Context: an optimization exercise on an open-source flow, tuned for small area, a short achievable clock period and few clock cycles. The choices shown serve that exercise and are no tape-out recipe.
Only simulation tests tie the RTL to the original design; equivalence was not proved.

// pif_interp
module pif_interp (
    input  wire        clk,
    input  wire        rst,
    input  wire        start,
    input  wire [1:0]  mode,        
    input  wire [31:0] pos,         
    input  wire [31:0] frac,        
    input  wire [31:0] dly_base,    
    input  wire [31:0] dly_len,     
    output wire        ready,
    output reg         done,
    output reg         fault,
    output reg  [1:0]  fault_cause,  
    output reg  [31:0] result,
    output wire        mem_en,
    output wire [14:0] mem_addr,
    input  wire [31:0] mem_rdata
);
Size: ~9700 cells after synthesis, roughly 1000 flip-flops, ~220 I/O pins, about 89000 µm² of cells after synthesis.
clock: 22.0 ns
lec_check: 0
cap_margin: 20
core_margin: 2
core_utilization: 40
place_density: 0.5
slew_margin: 20
standard.sh (not shown) runs the stock make flow with config.mk's settings and CLKGATE_MAP_FILE= SYNTH_SCRIPT=/design/flow/synth_recipe.tcl, a recipe that flattens the netlist after the stock synthesis.
==> flow/flow/run.sh <==
#!/bin/bash
set -euo pipefail
bash standard.sh SETUP_SLACK_MARGIN=14 finish > standard_flow.log 2>&1
The starting point finished clean.
Testbench counts at the start, summed over its fixed seeds: cycles 52,995.
Then changed:
--- a/flow/design.v
+++ b/flow/design.v
@@ -457,24 +457,25 @@
     reg [31:0] t_ra   [0:NT-1];   
     reg [31:0] t_rb   [0:NT-1];   
     reg [31:0] t_rc   [0:NT-1];   
     reg [31:0] t_rd   [0:NT-1];   
     reg [31:0] t_re   [0:NT-1];   
     reg        r_act;
     reg        r_none;
     reg [1:0]  r_thr;
     reg [QW-1:0] r_tag;
     reg [14:0] r_base;
     reg [15:0] r_len;
     reg [15:0] r_ri;
+    reg [14:0] r_addr;         
     reg [1:0]  r_cnt;
     reg [1:0]  r_last;
     reg        r_herm;
     reg        cap_v;
     reg        cap_none;
     reg [1:0]  cap_thr;
     reg [1:0]  cap_slot;       
     reg [QW-1:0] cap_tag;
     wire r_free    = !r_act || (r_cnt == r_last);
     wire need_thr  = !d_fault && (d_mode != 2'd0);
     reg  [1:0] new_thr;
     reg        any_free;
@@ -483,25 +484,25 @@
         new_thr  = 2'd0;
         any_free = 1'b0;
         for (f = NT - 1; f >= 0; f = f - 1)
             if (!t_busy[f]) begin
                 new_thr  = f;
                 any_free = 1'b1;
             end
     end
     assign xfer    = d_v && d_rdy && r_free && (q_cnt != NQ) && (!need_thr || any_free);
     wire [15:0] ri_inc  = r_ri + 16'd1;
     wire [15:0] idx_nxt = (ri_inc == r_len) ? 16'd0 : ri_inc;
     assign mem_en   = r_act;
-    assign mem_addr = r_base + r_ri[14:0];
+    assign mem_addr = r_addr;
     reg        pa_v, pm_v;
     reg [1:0]  p_thr;
     reg [QW-1:0] p_tag;
     reg        p_herm;
     reg [3:0]  p_step;
     reg [1:0]  pa_sp;  reg pa_sgn, pa_zs; reg [7:0] pa_eb; reg [27:0] pa_sum;
     reg [1:0]  pm_sp;  reg pm_s; reg [10:0] pm_e0; reg [47:0] pm_p;
     reg         s_act, s_add, s_mul, s_sub, s_mhalf, s_herm;
     reg  [1:0]  s_thr;
     reg  [QW-1:0] s_tag;
     reg  [3:0]  s_step;
     reg         s_nega;
@@ -675,47 +676,49 @@
                     q_r[cap_tag] <= mem_rdata;
                 end else begin
                     case (cap_slot)
                         2'd0: t_ra[cap_thr] <= mem_rdata;
                         2'd1: t_rb[cap_thr] <= mem_rdata;
                         2'd2: begin t_rc[cap_thr] <= mem_rdata; t_go[cap_thr] <= 1'b1; end
                         default: t_rd[cap_thr] <= mem_rdata;
                     endcase
                 end
             end
             if (r_act) begin
                 r_ri     <= idx_nxt;
+                r_addr   <= (ri_inc == r_len) ? r_base : (r_addr + 15'd1);
                 r_cnt    <= r_cnt + 2'd1;
                 cap_v    <= 1'b1;
                 cap_none <= r_none;
                 cap_thr  <= r_thr;
                 cap_tag  <= r_tag;
                 cap_slot <= r_herm ? r_cnt : r_cnt + 2'd1;
                 if (r_cnt == r_last)
                     r_act <= 1'b0;
             end
             if (xfer) begin
                 q_tail <= q_tail + 1'b1;
                 if (d_fault) begin
                     q_v[q_tail] <= 1'b1;
                     q_f[q_tail] <= 1'b1;
                     q_c[q_tail] <= d_cause;
                 end else begin
                     r_act  <= 1'b1;
                     r_none <= (d_mode == 2'd0);
                     r_thr  <= new_thr;
                     r_tag  <= q_tail;
                     r_base <= d_base;
                     r_len  <= d_len;
                     r_ri   <= d_first;
+                    r_addr <= d_base + d_first[14:0];
                     r_cnt  <= 2'd0;
                     r_herm <= (d_mode == 2'd2);
                     r_last <= (d_mode == 2'd2) ? 2'd3 : (d_mode == 2'd1) ? 2'd1 : 2'd0;
                     if (d_mode != 2'd0) begin
                         t_busy[new_thr] <= 1'b1;
                         t_go[new_thr]   <= 1'b0;
                         t_herm[new_thr] <= (d_mode == 2'd2);
                         t_tag[new_thr]  <= q_tail;
                         t_step[new_thr] <= 4'd0;
                         q_r[q_tail]     <= d_frac;
                     end
                 end
After rerunning: The changed run went through all stages and came out clean. Fmax goes up by 0.32%. Wire length came out lower by 0.52%. Worst hold slack is about the same. Count of clock-buffer cells in the layout went down by 8. Via count shrinks by about 0.9%. Cell area came out higher by 1.3%. Worst setup slack improved by 27 ps.
Testbench counts after the change, summed over its fixed seeds: cycles 52,995.

static timing again, ports no longer ideal:
Ports are ideal in the flow. The routed layouts listed here were re-timed in OpenROAD.
Step 1 (the two cells are an assumption about what drives the block):
set clk [get_ports {clk}]
set_driving_cell -lib_cell sky130_fd_sc_hd__clkbuf_16 $clk
set_driving_cell -lib_cell sky130_fd_sc_hd__buf_2 [delete_from_list [all_inputs] $clk]
Step 2 also shifts input and output timing later by t, the mid clock arrival at the registers, as if the neighbouring blocks saw the same clock.
a / b / c = ideal / step 1 / step 2; a / b = the first two.
| run | shift t [ns] | setup WS [ns] | hold slack, ns | slew at the worst register clock pin (ns) |
|---|---|---|---|---|
| the first run | 0.902 | 13.620 / 13.620 / 13.290 | 0.327 / 0.327 / 0.327 | 0.07 / 0.07 |
| the second run | 0.890 | 13.647 / 13.647 / 13.265 | 0.325 / 0.325 / 0.325 | 0.07 / 0.07 |
After both steps setup and hold are still met in every run listed. For the second run, which loses most, drivers alone change the setup slack by 0.000 ns; drivers and shift together by -0.382 ns.
